Context: an optimization exercise on an open-source flow, tuned for a short achievable clock period and few clock cycles. The choices shown serve that exercise and are no tape-out recipe. No run shown here included a check of the RTL's function; only the layout flow was run. No activity file was given, so power comes from the tool's default toggle rates.

<file path="design/flow/design.v">
module tcpu_core (
    input  wire        clk,
    input  wire        rst,
    output reg         mem_req,
    output reg         mem_we,
    output reg  [15:0] mem_addr,
    output reg  [7:0]  mem_wdata,
    input  wire        mem_gnt,
    input  wire        mem_rvalid,
    input  wire [7:0]  mem_rdata,
    input  wire        ev_post,
    input  wire [2:0]  ev_kind,
    input  wire [15:0] ev_payload,
    output reg         disk_req,
    output reg         disk_drive,
    output reg         disk_write,
    output reg  [15:0] disk_maddr,
    output reg  [15:0] disk_daddr,
    output reg         halted,
    output reg         waiting,
    output reg  [1:0]  halt_cause,
    input  wire [3:0]  dbg_sel,
    output reg  [15:0] dbg_data
);
    localparam [1:0] HC_NONE = 2'd0, HC_HALT = 2'd1, HC_BADOP = 2'd2, HC_BADDST = 2'd3;
    localparam [2:0] D_OP = 3'd0, D_OB = 3'd1, D_IA0 = 3'd2, D_IA1 = 3'd3,
                     D_IB0 = 3'd4, D_IB1 = 3'd5, D_OF0 = 3'd6, D_OF1 = 3'd7;
    localparam [1:0] T_F = 2'd0,    
                     T_X = 2'd1,    
                     T_D = 2'd2;    
    localparam [2:0] LIMIT = 3'd4;  
    reg  [15:0] x [0:7];    
    reg  [15:0] ipr;        
    reg  [2:0]  ev_k;
    reg  [15:0] ev_p;
    reg         rq_f;       
    reg         rq_x;       
    reg  [1:0]  tq [0:7];   
    reg  [3:0]  tcnt;
    reg  [7:0]  iq [0:3];   
    reg  [2:0]  iq_cnt;
    reg  [2:0]  fcred;      
    reg  [15:0] fp;         
    reg         fhold;      
    reg  [2:0]  dst;        
    reg  [15:0] dptr;       
    reg  [15:0] istart;     
    reg  [7:0]  op, ob;
    reg  [15:0] ia, ib, of;
    reg  [1:0]  mu_cnt;     
    reg         mu_we;
    reg  [15:0] mu_addr;
    reg  [15:0] mu_wd;
    reg         ld_busy, ld_word, ld_got, ld_ret;
    reg  [2:0]  ld_dst;
    reg  [7:0]  ld_lo;
    reg         sc_v;       
    reg  [15:0] sc_d;       
    reg  [15:0] sc_nip;
    reg         halting;
    reg         wt;         
    wire [7:0] head = iq[0];
    wire       have = (iq_cnt != 3'd0);
    wire [7:0]  op_m = (dst == D_OP) ? head : op;
    wire [7:0]  ob_m = (dst == D_OB) ? head : ob;
    wire [15:0] ia_m = {(dst == D_IA1) ? head : ia[15:8], (dst == D_IA0) ? head : ia[7:0]};
    wire [15:0] ib_m = {(dst == D_IB1) ? head : ib[15:8], (dst == D_IB0) ? head : ib[7:0]};
    wire [15:0] of_m = {(dst == D_OF1) ? head : of[15:8], (dst == D_OF0) ? head : of[7:0]};
    wire [3:0] cls = op_m[7:4];
    wire [3:0] sub = op_m[3:0];
    reg op_legal;
    always @* begin
        case (head[7:4])
            4'h0:    op_legal = (head[3:0] <= 4'd4);
            4'h1:    op_legal = 1'b1 & ~head[3];
            4'h2:    op_legal = (head[3:0] <= 4'd5);
            4'h3:    op_legal = (head[1:0] != 2'd3);
            4'h4:    op_legal = (head[3:0] <= 4'd5);
            4'h5:    op_legal = (head[3:2] == 2'd0);
            default: op_legal = 1'b0;
        endcase
    end
    wire is_c0    = (cls == 4'h0);
    wire is_alu   = (cls == 4'h1);
    wire is_not   = (op_m == 8'h20);
    wire is_neg   = (op_m == 8'h21);
    wire is_pop   = (op_m == 8'h22);
    wire is_push  = (op_m == 8'h23);
    wire is_jmp   = (op_m == 8'h24);
    wire is_call  = (op_m == 8'h25);
    wire is_mem   = (cls == 4'h3);
    wire is_load  = is_mem & ~op_m[3];
    wire is_store = is_mem &  op_m[3];
    wire is_jcc   = (cls == 4'h4);
    wire is_disk  = (cls == 4'h5);
    wire is_ret   = (op_m == 8'h01);
    wire is_halt  = (op_m == 8'h02);
    wire is_wait  = (op_m == 8'h03);
    wire is_poll  = (op_m == 8'h04);
    wire a_dst = is_alu | is_not | is_neg | is_pop | is_load;
    wire a_src = is_store | is_jcc | is_disk;
    wire b_src = is_alu | is_push | is_jmp | is_call | is_mem | is_jcc | is_disk;
    wire [3:0] ca = ob_m[7:4];
    wire [3:0] cb = ob_m[3:0];
    wire [1:0] la = !a_src ? 2'd0 : (ca == 4'd13) ? 2'd1 : (ca == 4'd14) ? 2'd2 : 2'd0;
    wire [1:0] lb = !b_src ? 2'd0 : (cb == 4'd13) ? 2'd1 : (cb == 4'd14) ? 2'd2 : 2'd0;
    wire [1:0] lo = is_mem ? op_m[1:0] : 2'd0;
    reg       last;
    reg [2:0] dnext;
    always @* begin
        last  = 1'b0;
        dnext = D_OP;
        case (dst)
            D_OP:  begin last = is_c0; dnext = D_OB; end
            D_OB:  begin
                last  = (la == 2'd0) & (lb == 2'd0) & (lo == 2'd0);
                dnext = (la != 2'd0) ? D_IA0 : (lb != 2'd0) ? D_IB0 : D_OF0;
            end
            D_IA0: begin
                last  = (la == 2'd1) & (lb == 2'd0) & (lo == 2'd0);
                dnext = (la == 2'd2) ? D_IA1 : (lb != 2'd0) ? D_IB0 : D_OF0;
            end
            D_IA1: begin
                last  = (lb == 2'd0) & (lo == 2'd0);
                dnext = (lb != 2'd0) ? D_IB0 : D_OF0;
            end
            D_IB0: begin
                last  = (lb == 2'd1) & (lo == 2'd0);
                dnext = (lb == 2'd2) ? D_IB1 : D_OF0;
            end
            D_IB1: begin
                last  = (lo == 2'd0);
                dnext = D_OF0;
            end
            D_OF0: begin
                last  = (lo == 2'd1);
                dnext = D_OF1;
            end
            default: begin
                last  = 1'b1;
                dnext = D_OP;
            end
        endcase
    end
    reg [15:0] va, vb;
    always @* begin
        case (ca)
            4'd0, 4'd1, 4'd2, 4'd3, 4'd4, 4'd5, 4'd6, 4'd7: va = x[ca[2:0]];
            4'd8:  va = 16'h0000;
            4'd9:  va = 16'h0001;
            4'd10: va = 16'h0002;
            4'd11: va = 16'h0003;
            4'd12: va = 16'h0004;
            4'd13: va = ia_m;
            4'd14: va = ia_m;
            default: va = 16'hFFFF;
        endcase
        case (cb)
            4'd0, 4'd1, 4'd2, 4'd3, 4'd4, 4'd5, 4'd6, 4'd7: vb = x[cb[2:0]];
            4'd8:  vb = 16'h0000;
            4'd9:  vb = 16'h0001;
            4'd10: vb = 16'h0002;
            4'd11: vb = 16'h0003;
            4'd12: vb = 16'h0004;
            4'd13: vb = ib_m;
            4'd14: vb = ib_m;
            default: vb = 16'hFFFF;
        endcase
    end
    wire [15:0] xa = x[ca[2:0]];
    wire [15:0] sp = x[7];
    reg [15:0] alu;
    always @* begin
        case (sub[2:0])
            3'd0: alu = xa + vb;
            3'd1: alu = xa - vb;
            3'd2: alu = xa ^ vb;
            3'd3: alu = xa & vb;
            3'd4: alu = xa | vb;
            3'd5: alu = (vb[15:4] != 12'd0) ? 16'h0000 : (xa << vb[3:0]);
            3'd6: alu = (vb[15:4] != 12'd0) ? 16'h0000 : (xa >> vb[3:0]);
            default: begin
                if ($signed(xa) > $signed(vb))      alu = 16'h0001;
                else if ($signed(xa) < $signed(vb)) alu = 16'hFFFF;
                else                                alu = 16'h0000;
            end
        endcase
    end
    wire t_eq = (va == 16'h0000);
    wire t_gt = (va == 16'h0001);
    wire t_lt = (va == 16'hFFFF);
    reg  taken;
    always @* begin
        case (sub[2:0])
            3'd0: taken = t_eq;
            3'd1: taken = ~t_eq;
            3'd2: taken = t_lt;
            3'd3: taken = t_gt;
            3'd4: taken = t_lt | t_eq;
            default: taken = t_gt | t_eq;
        endcase
    end
    wire acc    = mem_req & mem_gnt;
    wire acc_rd = acc & ~mem_we;
    wire rfree  = ~mem_req | mem_gnt;      
    wire [1:0] rtag = tq[0];
    wire resp_f = mem_rvalid & (rtag == T_F);
    wire resp_d = mem_rvalid & (rtag == T_D);
    wire [15:0] nip = dptr + 16'd1;        
    wire is_memop = is_load | is_store | is_push | is_pop | is_call | is_ret;
    wire ex_ok    = ~ld_busy & (~is_memop | (mu_cnt == 2'd0));
    wire dec_run  = have & ~halting & ~wt & ~sc_v;
    wire cons     = dec_run & (~last | ex_ok);
    wire ex       = cons & last;
    wire bad_op   = dec_run & (dst == D_OP) & ~op_legal;
    wire bad_dst  = dec_run & (dst == D_OB) & a_dst & head[7];
    wire cons_ok  = cons & ~bad_op & ~bad_dst;
    wire exe      = ex & ~bad_op & ~bad_dst;
    wire [15:0] sp_p2 = sp + 16'd2;
    wire [15:0] sp_m2 = sp - 16'd2;
    wire [15:0] ea    = (is_store ? va : vb) + of_m;
    wire        d_go   = exe & is_memop;
    wire        d_we   = is_store | is_push | is_call;
    wire        d_word = is_push | is_call | is_pop | is_ret | op_m[2];
    wire [15:0] d_addr = (is_pop | is_ret) ? sp_p2 : (is_push | is_call) ? sp : ea;
    wire [15:0] d_wd   = is_call ? nip : vb;
    wire sc_hit = sc_v & ((sc_d[15:3] == 13'd0) | (sc_d == 16'hFFFF));
    wire        j_go   = exe & (is_jmp | is_call | (is_jcc & taken));
    wire        r_go   = resp_d & ld_ret & (ld_got | ~ld_word);
    wire [15:0] r_tgt  = {mem_rdata, ld_lo};
    wire        flush  = j_go | r_go | sc_hit | (exe & is_ret);
    wire [15:0] f_tgt  = r_go ? r_tgt : sc_hit ? sc_nip : vb;
    wire rd_room = (tcnt <= 4'd5);
    wire [2:0] fcred_c = flush ? 3'd0 : (fcred - {2'd0, cons_ok});
    wire [15:0] fp_c   = flush ? f_tgt : fp;
    wire fhold_c = (exe & is_ret) ? 1'b1 : r_go ? 1'b0 : fhold;
    wire f_ok    = ~fhold_c & ~halting & ~bad_op & ~bad_dst & ~(exe & is_halt) &
                   (fcred_c < LIMIT) & rd_room;
    integer i;
    reg [3:0] tcnt_n;
    reg [1:0] ptag;
    reg [2:0] qn;
    always @(posedge clk) begin
        if (rst) begin
            mem_req    <= 1'b0;
            mem_we     <= 1'b0;
            mem_addr   <= 16'h0000;
            mem_wdata  <= 8'h00;
            rq_f       <= 1'b0;
            rq_x       <= 1'b0;
            tcnt       <= 4'd0;
            iq_cnt     <= 3'd0;
            fcred      <= 3'd0;
            fp         <= 16'h0000;
            fhold      <= 1'b0;
            dst        <= D_OP;
            dptr       <= 16'h0000;
            istart     <= 16'h0000;
            op         <= 8'h00;
            ob         <= 8'h00;
            ia         <= 16'h0000;
            ib         <= 16'h0000;
            of         <= 16'h0000;
            mu_cnt     <= 2'd0;
            mu_we      <= 1'b0;
            mu_addr    <= 16'h0000;
            mu_wd      <= 16'h0000;
            ld_busy    <= 1'b0;
            ld_word    <= 1'b0;
            ld_got     <= 1'b0;
            ld_ret     <= 1'b0;
            ld_dst     <= 3'd0;
            ld_lo      <= 8'h00;
            sc_v       <= 1'b0;
            sc_d       <= 16'h0000;
            sc_nip     <= 16'h0000;
            halting    <= 1'b0;
            wt         <= 1'b0;
            halted     <= 1'b0;
            waiting    <= 1'b0;
            halt_cause <= HC_NONE;
            ipr        <= 16'h0000;
            ev_k       <= 3'd0;
            ev_p       <= 16'h0000;
            disk_req   <= 1'b0;
            disk_drive <= 1'b0;
            disk_write <= 1'b0;
            disk_maddr <= 16'h0000;
            disk_daddr <= 16'h0000;
            for (i = 0; i < 8; i = i + 1) begin
                x[i]  <= 16'h0000;
                tq[i] <= T_F;
            end
            for (i = 0; i < 4; i = i + 1)
                iq[i] <= 8'h00;
        end else begin
            tcnt_n = tcnt;
            if (mem_rvalid) begin
                for (i = 0; i < 7; i = i + 1)
                    tq[i] <= tq[i + 1];
                tcnt_n = tcnt_n - 4'd1;
            end
            if (flush) begin
                for (i = 0; i < 8; i = i + 1)
                    if (tq[i] == T_F) begin
                        if (mem_rvalid) begin
                            if (i > 0) tq[i - 1] <= T_X;
                        end else
                            tq[i] <= T_X;
                    end
            end
            if (acc_rd) begin
                ptag = ~rq_f ? T_D : (rq_x | flush) ? T_X : T_F;
                tq[tcnt_n[2:0]] <= ptag;
                tcnt_n = tcnt_n + 4'd1;
            end
            tcnt <= tcnt_n;
            if (flush) begin
                iq_cnt <= 3'd0;
            end else begin
                qn = iq_cnt;
                if (cons_ok) begin
                    for (i = 0; i < 3; i = i + 1)
                        iq[i] <= iq[i + 1];
                    qn = qn - 3'd1;
                end
                if (resp_f) begin
                    iq[qn[1:0]] <= mem_rdata;
                    qn = qn + 3'd1;
                end
                iq_cnt <= qn;
            end
            if (cons_ok) begin
                dptr <= dptr + 16'd1;
                case (dst)
                    D_OP:  begin op <= head; istart <= dptr; end
                    D_OB:  ob <= head;
                    D_IA0: ia[7:0]  <= head;
                    D_IA1: ia[15:8] <= head;
                    D_IB0: ib[7:0]  <= head;
                    D_IB1: ib[15:8] <= head;
                    D_OF0: of[7:0]  <= head;
                    default: of[15:8] <= head;
                endcase
                dst <= last ? D_OP : dnext;
                if (last) begin
                    ia <= 16'h0000;
                    ib <= 16'h0000;
                    of <= 16'h0000;
                end
            end
            if (flush) begin
                ia   <= 16'h0000;
                ib   <= 16'h0000;
                of   <= 16'h0000;
                dst  <= D_OP;
                dptr <= f_tgt;
            end
            fhold <= fhold_c;
            if (rfree) begin
                if (mu_cnt != 2'd0 && (mu_we || rd_room)) begin
                    mem_req   <= 1'b1;
                    mem_we    <= mu_we;
                    mem_addr  <= mu_addr;
                    mem_wdata <= mu_wd[7:0];
                    rq_f      <= 1'b0;
                    rq_x      <= 1'b0;
                    mu_cnt    <= mu_cnt - 2'd1;
                    mu_addr   <= mu_addr + 16'd1;
                    mu_wd     <= {8'h00, mu_wd[15:8]};
                    fcred     <= fcred_c;
                    fp        <= fp_c;
                end else if (mu_cnt == 2'd0 && d_go && (d_we || rd_room)) begin
                    mem_req   <= 1'b1;
                    mem_we    <= d_we;
                    mem_addr  <= d_addr;
                    mem_wdata <= d_wd[7:0];
                    rq_f      <= 1'b0;
                    rq_x      <= 1'b0;
                    mu_cnt    <= {1'b0, d_word};
                    mu_we     <= d_we;
                    mu_addr   <= d_addr + 16'd1;
                    mu_wd     <= {8'h00, d_wd[15:8]};
                    fcred     <= fcred_c;
                    fp        <= fp_c;
                end else if (mu_cnt == 2'd0 && ~d_go && f_ok) begin
                    mem_req   <= 1'b1;
                    mem_we    <= 1'b0;
                    mem_addr  <= fp_c;
                    mem_wdata <= 8'h00;
                    rq_f      <= 1'b1;
                    rq_x      <= 1'b0;
                    fcred     <= fcred_c + 3'd1;
                    fp        <= fp_c + 16'd1;
                end else begin
                    mem_req   <= 1'b0;
                    mem_we    <= 1'b0;
                    rq_f      <= 1'b0;
                    rq_x      <= 1'b0;
                    fcred     <= fcred_c;
                    fp        <= fp_c;
                    if (d_go) begin
                        mu_cnt  <= d_word ? 2'd2 : 2'd1;
                        mu_we   <= d_we;
                        mu_addr <= d_addr;
                        mu_wd   <= d_wd;
                    end
                end
            end else begin
                if (flush & rq_f) rq_x <= 1'b1;
                fcred <= fcred_c;
                fp    <= fp_c;
                if (d_go) begin
                    mu_cnt  <= d_word ? 2'd2 : 2'd1;
                    mu_we   <= d_we;
                    mu_addr <= d_addr;
                    mu_wd   <= d_wd;
                end
            end
            sc_v   <= exe & is_memop & d_we;
            sc_d   <= d_addr - nip;
            sc_nip <= nip;
            if (d_go & ~d_we) begin
                ld_busy <= 1'b1;
                ld_word <= d_word;
                ld_got  <= 1'b0;
                ld_ret  <= is_ret;
                ld_dst  <= ca[2:0];
            end
            if (resp_d) begin
                if (ld_word & ~ld_got) begin
                    ld_lo  <= mem_rdata;
                    ld_got <= 1'b1;
                end else begin
                    ld_busy <= 1'b0;
                    if (!ld_ret)
                        x[ld_dst] <= ld_word ? {mem_rdata, ld_lo} : {8'h00, mem_rdata};
                end
            end
            disk_req <= exe & is_disk;
            if (exe & is_disk) begin
                disk_drive <= op_m[0];
                disk_write <= op_m[1];
                disk_maddr <= va;
                disk_daddr <= vb;
            end
            if (exe) begin
                ipr <= j_go ? vb : nip;
                if (is_alu)
                    x[ca[2:0]] <= alu;
                else if (is_not)
                    x[ca[2:0]] <= ~xa;
                else if (is_neg)
                    x[ca[2:0]] <= 16'h0000 - xa;
                else if (is_pop | is_ret)
                    x[7] <= sp_p2;
                else if (is_push | is_call)
                    x[7] <= sp_m2;
                else if (is_halt) begin
                    halting    <= 1'b1;
                    halt_cause <= HC_HALT;
                end
            end
            if (r_go)
                ipr <= r_tgt;
            if (bad_op) begin
                halting    <= 1'b1;
                halt_cause <= HC_BADOP;
                ipr        <= dptr;
            end
            if (bad_dst) begin
                halting    <= 1'b1;
                halt_cause <= HC_BADDST;
                ipr        <= istart;
            end
            halted <= halting & (mu_cnt == 2'd0) & ~ld_busy & ~(mem_req & mem_we & ~mem_gnt);
            if (exe & (is_poll | (is_wait & (ev_k != 3'd0)))) begin
                x[0] <= {13'd0, ev_k};
                x[1] <= ev_p;
                ev_k <= 3'd0;
                ev_p <= 16'h0000;
            end
            if (exe & is_wait & (ev_k == 3'd0)) begin
                wt      <= 1'b1;
                waiting <= 1'b1;
            end
            if (wt) begin
                if (ev_k != 3'd0) begin
                    x[0] <= {13'd0, ev_k};
                    x[1] <= ev_p;
                    ev_k <= 3'd0;
                    ev_p <= 16'h0000;
                    wt      <= 1'b0;
                    waiting <= 1'b0;
                end else if (ev_post) begin
                    x[0] <= {13'd0, ev_kind};
                    x[1] <= ev_payload;
                    wt      <= 1'b0;
                    waiting <= 1'b0;
                end
            end
            if (ev_post & ~(wt & (ev_k == 3'd0))) begin
                ev_k <= ev_kind;
                ev_p <= ev_payload;
            end
        end
    end
    always @* begin
        case (dbg_sel)
            4'd0, 4'd1, 4'd2, 4'd3, 4'd4, 4'd5, 4'd6, 4'd7: dbg_data = x[dbg_sel[2:0]];
            4'd8:    dbg_data = ipr;
            default: dbg_data = 16'h0000;
        endcase
    end
endmodule
</file>
<file path="design/flow/run.sh">
#!/bin/bash
# synth_recipe.tcl (not shown) runs the flow's synth.tcl, then flattens the netlist and writes it again
# the make line also repeats each setting of config.mk as NAME=value (left out here)
make -C /OpenROAD-flow-scripts/flow DESIGN_CONFIG=/design/flow/config.mk WORK_HOME=/design/flow/orfs CLKGATE_MAP_FILE= SYNTH_SCRIPT=/design/flow/synth_recipe.tcl finish
</file>
<file path="design/flow/config.mk">
export PLATFORM = sky130hd
export DESIGN_NAME = tcpu_core
export DESIGN_NICKNAME = tcpu_core
export VERILOG_FILES = /design/flow/design.v
export SDC_FILE = /design/flow/constraint.sdc
export NUM_CORES = 4
export LEC_CHECK = 0
export ABC_CLOCK_PERIOD_IN_PS = 4000
export CAP_MARGIN = 20
export CORE_MARGIN = 2
export CORE_UTILIZATION = 30
export PLACE_DENSITY = 0.45
export SETUP_SLACK_MARGIN = 5
export SLEW_MARGIN = 20
export TNS_END_PERCENT = 100
</file>
<file path="design/flow/constraint.sdc">
create_clock -name core_clock -period 10.0 [get_ports {clk}]
set_input_delay 2.0000 -clock core_clock [delete_from_list [all_inputs] [get_ports {clk}]]
set_output_delay 2.0000 -clock core_clock [all_outputs]
set_load 0.01 [all_outputs]
</file>
==> results_dict.tcl, run 1 <==
set metrics [dict create \
    diodes 0 \
    period_minus_slack_ns 6.188 \
    std_cell_rows 125 \
    cts_made_buffers 67 \
    grt_pass1_wl_microns 271500 \
    cts_tree "built" \
    firstDrtPassIters 6 \
    synth.avg_cell_area_sq_um 8.285 \
    max_freq_mhz 161.6 \
    chipWidth_microns 345.8 \
    hp-start "istart[15]" \
    tightest_slew_ns 1.242 \
    top_regs "x x128, iq x32" \
    ir_worst_vdd_uv 382.3 \
    met2_usage 0.4648 \
    setup_viol_count_final 0 \
    ys.flop_type "dfxtp_1" \
    synth-edff-count 176 \
    synth_nets 4370 \
    initialDrtViolationCount 5190 \
    rsz0062_at_grt "yes" \
    synth_async_sr_flop_share 0 \
    ff2ff_setup_slack_ns 3.81 \
    synth.distinct_cells 106 \
    port-buffer-count 116 \
    path_max_fanout 8 \
    vias 39090 \
    root_buffer "clkbuf_16" \
    rr_endpoint "x[6][10]" \
    grt-ovfl-total 0 \
    grt_pass1_vias 36230 \
    final.setup.tns_ns 0 \
    cellPowerDensity_nw_per_um2 412.4 \
    seq_area_frac_synth 0.3295 \
    status "complete, no violations" \
    cts.sinks 489 \
    whs_path_depth 2 \
    drc_errors 0 \
    crit_type "reg -> reg" \
    p_leak_nw 17.94 \
    critPathLaunch "dst[2]" \
    fin_crit_sh 0.6188 \
    synthCells 4231 \
    hold_violations 0 \
    syn-cell-area_sq_um 35050 \
    fin_nets 4859 \
    area_growth_pct 42.83 \
    die_h_microns 345.8 \
    wl_per_cell_microns 30.85 \
    cap_violations 0 \
    drt-total-wl_microns 194300 \
    via_per_inst 6.205 \
    ctsHtreeMaxLevel 3 \
    finClkSkew_ns 0.04743 \
    core-area_sq_um 116000 \
    hold_path_class "reg -> reg" \
    clkTransAtPathRegs_ns 0.06 \
    cts_buffer_depth 3 \
    post_route_cells_drive_above_1_share 0.3196 \
    antenna_found_initial 8 \
    hold_path_end "istart[15]" \
    cp_data_arrival_time_ns 6.55 \
    start_util 0.3021 \
    synth_seq_cells 489 \
    grt_use_met3 0.08192 \
    slew_headroom 0.1687 \
    regMostFlops "x" \
    ff2ff_path_depth 25 \
    pin_count 117 \
    dp_hpwl_microns 128700 \
    hold_ws_ns 0.4557 \
    required_ns 10.36 \
    insertion_delay_ns 0.67 \
    cp-end-kind "flop" \
    reg2reg_from "dst[2]" \
    grt_max_degree 77 \
    die_area_sq_um 119600 \
    grt.busiest_layer "met2" \
    start_kind "flop" \
    drtAntennaViolNets 0 \
    grt_use_met1 0.3956 \
    report.final.slew_viol_count 0 \
    ys_warn_count 1 \
    largest_reg_flops 128 \
    gp_congestion 0.9775 \
    grt_util_all_layers 0.3090 \
]
## kinds of logic after synthesis
group / after synthesis / share of synthesized area
and+or+nand+nor: 1425 / 0.1836
AOI/OAI and AO/OA: 1321 / 0.2594
buffers and inverters: 509 / 0.06011
DFF: 489 / 0.3295
muxes: 260 / 0.09848
xor gates and xnor gates: 116 / 0.02898
adders and majority gates: 111 / 0.03990
## synthesized netlist by cell type, types with 23 or more instances
master	n	area, sq um
nor2b_1	23	143.9
nand3_1	114	570.6
xor2_1	47	411.6
a22oi_1	83	623.1
mux4_2	64	1441
nand4_1	27	168.9
a21oi_1	260	1301
dfxtp_1	313	6266
buf_2	58	290.3
a222oi_1	26	260.3
nand2b_1	28	175.2
xnor2_1	69	604.3
nand2_1	389	1460
mux2i_1	172	1722
o211ai_1	38	285.3
nor2_1	570	2140
a31oi_1	64	400.4
and3_1	48	300.3
clkbuf_1	252	945.9
inv_1	140	525.5
a211oi_1	164	1231
buf_1	28	105.1
o22ai_1	155	969.7
a221oi_1	36	315.3
a311oi_1	24	210.2
a21o_1	25	187.7
nor4_1	36	225.2
and2_1	23	143.9
o21ai_0	194	970.9
edfxtp_1	176	5285
o221ai_1	46	402.9
nor3_1	79	395.4
ha_1	99	1239
## per-layer routing
layer	share of wire	routed length, microns	vias to the layer above
met5	0.00037	72	-
met4	0.075	14500	10
met3	0.10	20130	608
met2	0.43	83490	2443
met1	0.39	76160	19150
li1	-	-	16870
## per-stage QoR
stage          power, mW  std cells    util  area (sq um)  worst slack (ns)
4_1_cts            18.60       6154  0.4073         47270             3.963
5_1_grt            21.23       6299  0.4315         50070             3.736
3_3_place_gp       12.63       5678  0.3301         38310             2.369
6_report           20.65       6299  0.4315         50070             3.812
2_1_floorplan      8.819       4231       -         35540             4.204
3_5_place_dp       12.60       5680  0.3304         38340             2.269
## critical path, stage by stage (launching register included)
cell	delay [ns]
dfxtp_4	0.36
buf_12	0.13
nor3b_4	0.18
buf_6	0.15
buf_12	0.13
mux2_8	0.41
mux4_2	0.45
mux2_4	0.32
o21ai_4	0.24
inv_8	0.08
ha_4	0.17
fa_2	0.35
a21o_1	0.19
a21o_1	0.19
a21oi_2	0.15
o21bai_2	0.08
a21o_1	0.20
a211oi_2	0.24
nor2_1	0.07
nor2_1	0.15
o221ai_1	0.12
a222oi_1	0.73
nand2_1	0.23
o22ai_4	0.25
buf_12	0.18
o22ai_2	0.08
## how the worst max path moves through the flow
stage	cells after the start	endpoint
after floorplan	31	sc_d[14]
after global placement	28	sc_d[15]
after detailed placement	20	x[2][7]
after CTS	25	x[6][10]
after global routing	25	x[6][10]
final	25	x[6][10]
## layout by cell type, fill, tap and decap left out, drive strengths merged, types with 38 or more instances in the layout
cell and instances:
a211oi 164, a21oi 262, a22oi 83, a31oi 65, and3 48, buf 659, clkbuf 106, clkdlybuf4s50 94
dfxtp 313, edfxtp 176, ha 99, inv 146, mux2i 174, mux4 64, nand2 390, nand3 114
nor2 575, nor3 79, nor4 38, o211ai 38, o21ai 207, o221ai 49, o22ai 160, xnor2 69
xor2 47
## layout make-up
type                            count  area, sq um
Timing Repair inverter              4        25.02
Tap cell                         1524         1907
Sequential cell                   489        11560
Clock inverter                     25        254.0
Inverter                          148        638.1
Clock buffer                       99         1897
Timing Repair Buffer              767         7841
Fill cell                       11380        65980
Multi-Input combinational cell   3243        25940
## power by group
part           internal (mW)  leakage, nW  switching, mW
combinational           6.25         12.5           9.31
sequential              2.39         4.40          0.282
clock                   1.38         1.04           1.03
total                   10.0         17.9           10.6
## timing repair
item | in CTS | in global routing
endpoints found under the setup margin | 632 | 461
pin swaps | 214 | 176
setup buffers | 328 | 136
resized for setup | 814 | 314
hold buffers | 0 | 0
gates cloned | 22 | 9
==> inputs of run 2 (changes only) <==
--- a/design/flow/config.mk
+++ b/design/flow/config.mk
@@ -6,10 +6,8 @@
 export NUM_CORES = 4
 export LEC_CHECK = 0
-export ABC_CLOCK_PERIOD_IN_PS = 4000
 export CAP_MARGIN = 20
 export CORE_MARGIN = 2
 export CORE_UTILIZATION = 30
 export PLACE_DENSITY = 0.45
-export SETUP_SLACK_MARGIN = 5
+export SETUP_SLACK_MARGIN = 3
 export SLEW_MARGIN = 20
-export TNS_END_PERCENT = 100
==> run 2 against run 1 <==
Net effect:
- total power shrank 25%
- global-route usage decreased by 1.9 points
- core utilization shrank 8.0 points
- area after synthesis unchanged
- flip-flop and latch count unchanged
- sequential share of layout area increased by 5.2 points
- design area down 19%
- via count shrank 7.3%
- synthesized cell count unchanged
- die area unchanged
- combinational power fell by 32%
==> results_dict.tcl, run 2 <==
set metrics [dict create \
    grt_pass1_wl_microns 253700 \
    drc_errors 0 \
    synthCells 4231 \
    synth-edff-count 176 \
    cp-end-kind "flop" \
    grt_util_all_layers 0.2896 \
    hold_path_class "reg -> reg" \
    synth.distinct_cells 106 \
    pin_count 117 \
    max_freq_mhz 144.6 \
    p_leak_nw 14.30 \
    grt_pass1_vias 33380 \
    cts.sinks 489 \
    ys.flop_type "dfxtp_1" \
    top_regs "x x128, iq x32" \
    cap_violations 0 \
    seq_area_frac_synth 0.3295 \
    root_buffer "clkbuf_16" \
    ctsHtreeMaxLevel 3 \
    synth_top_area_frac 0.1787 \
    clkTransAtPathRegs_ns 0.06 \
    stdcell_count 5830 \
    largest_reg_flops 128 \
    report.final.slew_viol_count 0 \
    antenna_found_initial 4 \
    rsz0062_at_grt "yes" \
    cp_data_arrival_time_ns 7.41 \
    slew_headroom 0.1931 \
    via_per_inst 6.217 \
    post_dp_cell_area_sq_um 38070 \
    synth_async_sr_flop_share 0 \
    finalInstanceArea_sq_um 40770 \
    yosysMostFrequentCell "nor2_1" \
    finClkSkew_ns 0.04471 \
    gp_congestion 0.9911 \
    crit_type "reg -> reg" \
    path_max_fanout 44 \
    dp_cells 5682 \
    core-area_sq_um 116000 \
    start_util 0.3021 \
    vias 36250 \
    final_cell_mix "nor2_1, nand2_1, dfxtp_1, a21oi_1, o21ai_0" \
    ff2ff_path_depth 17 \
    final_common_cell "nor2_1" \
    post_route_cells_drive_above_1_share 0.1231 \
    std_cell_rows 125 \
    drt-total-wl_microns 181200 \
    wl_per_cell_microns 31.08 \
    postLayoutCoreUtil 0.3513 \
    cellPowerDensity_nw_per_um2 381.7 \
    hold_violations 0 \
    whs_path_depth 2 \
    tightest_slew_ns 1.187 \
    synthTopCellsByArea "dfxtp_1, edfxtp_1, nor2_1, mux2i_1, nand2_1" \
    insertion_delay_ns 0.66 \
    cts_made_buffers 66 \
    ctsHoldBuffers 0 \
    nFillCells 12160 \
    grt-ovfl-total 0 \
    drtAntennaViolNets 0 \
    setup_viol_count_final 0 \
    synth_nets 4370 \
    regMostFlops "x" \
    ir_worst_vdd_uv 226.1 \
    period_minus_slack_ns 6.914 \
    ys_warn_count 1 \
    yosysTopAreaCell "dfxtp_1" \
    fin_crit_sh 0.6914 \
    die_area_sq_um 119600 \
    fin_nets 4391 \
    cts_buffer_depth 3 \
    grt_max_degree 76 \
    initialDrtViolationCount 4992 \
    area_growth_pct 16.30 \
    port-buffer-count 116 \
    die_h_microns 345.8 \
    netlist_top_cells_count "nor2_1, nand2_1, dfxtp_1" \
    dp_hpwl_microns 130400 \
    syn-cell-area_sq_um 35050 \
    chipWidth_microns 345.8 \
    finalPower_mw 15.56 \
    firstDrtPassIters 6 \
    required_ns 10.50 \
    synth_seq_cells 489 \
    start_kind "flop" \
    synth.avg_cell_area_sq_um 8.285 \
    cts_tree "built" \
    status "complete, no violations" \
    final.setup.tns_ns 0 \
]
## run 2: changes by cell type in the layout (fill, tap and decap cells not counted), sizes merged, moves of 5 or more
cell,delta
clkinvlp,-7
buf,-463
clkbuf,-11
mux2,-5
clkdlybuf4s50,+18
## run 2: report_power, final
group          switching (mW)  internal (mW)
sequential              0.246           2.39
combinational            7.40           3.16
clock                    1.03           1.33
total                    8.68           6.89
## run 2: timing repair
item	in CTS	in global routing
pin swaps	1	6
gates resized for setup	18	49
gates cloned	2	3
setup buffers	10	11
setup endpoints to repair	283	256
## run 2: stage by stage
| stage | setup WS [ns] | hold slack, ns |
|---|---|---|
| final | 3.086 | 0.4571 |
| after global routing | 2.911 | 0.4671 |
| after CTS | 2.957 | 0.4546 |
| after detailed placement | 2.049 | 0.4465 |
| after global placement | 2.111 | 0.4415 |
| after floorplan | 3.558 | 0.4357 |
## run 2: area by class of cell
| type | instances | area [sq um] | share of cell area |
|---|---|---|---|
| well taps | 1524 | 1907 | 0.04677 |
| inverters | 148 | 555.5 | 0.01363 |
| clock buffers | 93 | 1844 | 0.04524 |
| clock inverters | 27 | 260.3 | 0.006384 |
| diodes | 2 | 5.005 | 0.0001228 |
| multi-input cells | 3236 | 21890 | 0.5370 |
| flip-flops and latches | 489 | 11550 | 0.2834 |
| repair buffers | 311 | 2753 | 0.06752 |
## run 2: final timing paths
check	startpoint	to	slack, ns
min reg2reg	mu_wd[9]	mu_wd[9]	0.46
min	mu_wd[9]	mu_wd[9]	0.46
max reg2reg	ob[4]	sc_d[15]	3.09
max	ob[4]	sc_d[15]	3.09
## run 2: critical path, cell delays in order (launching register included)
cell	delay [ns]
dfxtp_2	0.31
buf_4	0.51
nor2b_2	0.31
mux2i_4	0.39
buf_4	0.19
o22ai_1	0.08
o32ai_2	0.83
clkinv_1	0.70
o21ai_0	1.07
mux2_2	0.38
ha_1	0.26
xor2_1	0.17
a21oi_1	0.61
ha_1	0.39
a21oi_1	0.17
xor2_1	0.19
xnor2_1	0.14
nor2_1	0.06
## run 2: cell families after synthesis
kind of cell,Yosys count,synth area share
AOI/OAI and AO/OA,1321,0.2594
xor gates and xnor gates,116,0.02898
adders and majority gates,111,0.03990
buffers and inverters,509,0.06011
DFF,489,0.3295
muxes,260,0.09848
and+or+nand+nor,1425,0.1836
## run 2: routing by layer
| metal | share of wire | vias up | GRT usage |
|---|---|---|---|
| li1 | - | 15900 | - |
| met1 | 0.41 | 17890 | 0.3877 |
| met2 | 0.44 | 2036 | 0.4425 |
| met3 | 0.088 | 423 | 0.05578 |
| met4 | 0.061 | 0 | 0.1478 |
| met5 | 0 | - | 0 |

[what the ideal ports hide]
In the flow no input, the clock included, has a driving cell. The finished layouts below were timed again as built, in two steps. Step 1 assumes that a clkbuf_16 drives the clock port and a buf_2 every other input. Step 2 times the ports against the registers' clock, not the clock port: input delays grow and output delays shrink by t, the midpoint of the rising clock arrivals with the driver on. Three values: no drivers, after step 1, after step 2; two values: the first two.
| run | t, ns | setup WS [ns] | worst register clock-pin slew, ns | pins driven straight from the clock port |
|---|---|---|---|---|
| run 1 | 0.723 | 3.812 / 3.812 / 3.812 | 0.07 / 0.07 | 1 |
| run 2 | 0.712 | 3.086 / 3.086 / 2.682 | 0.07 / 0.07 | 1 |
After both steps setup and hold are still met in every run listed. For run 2, which loses most, drivers alone change the setup slack by 0.000 ns; drivers and shift together by -0.404 ns.
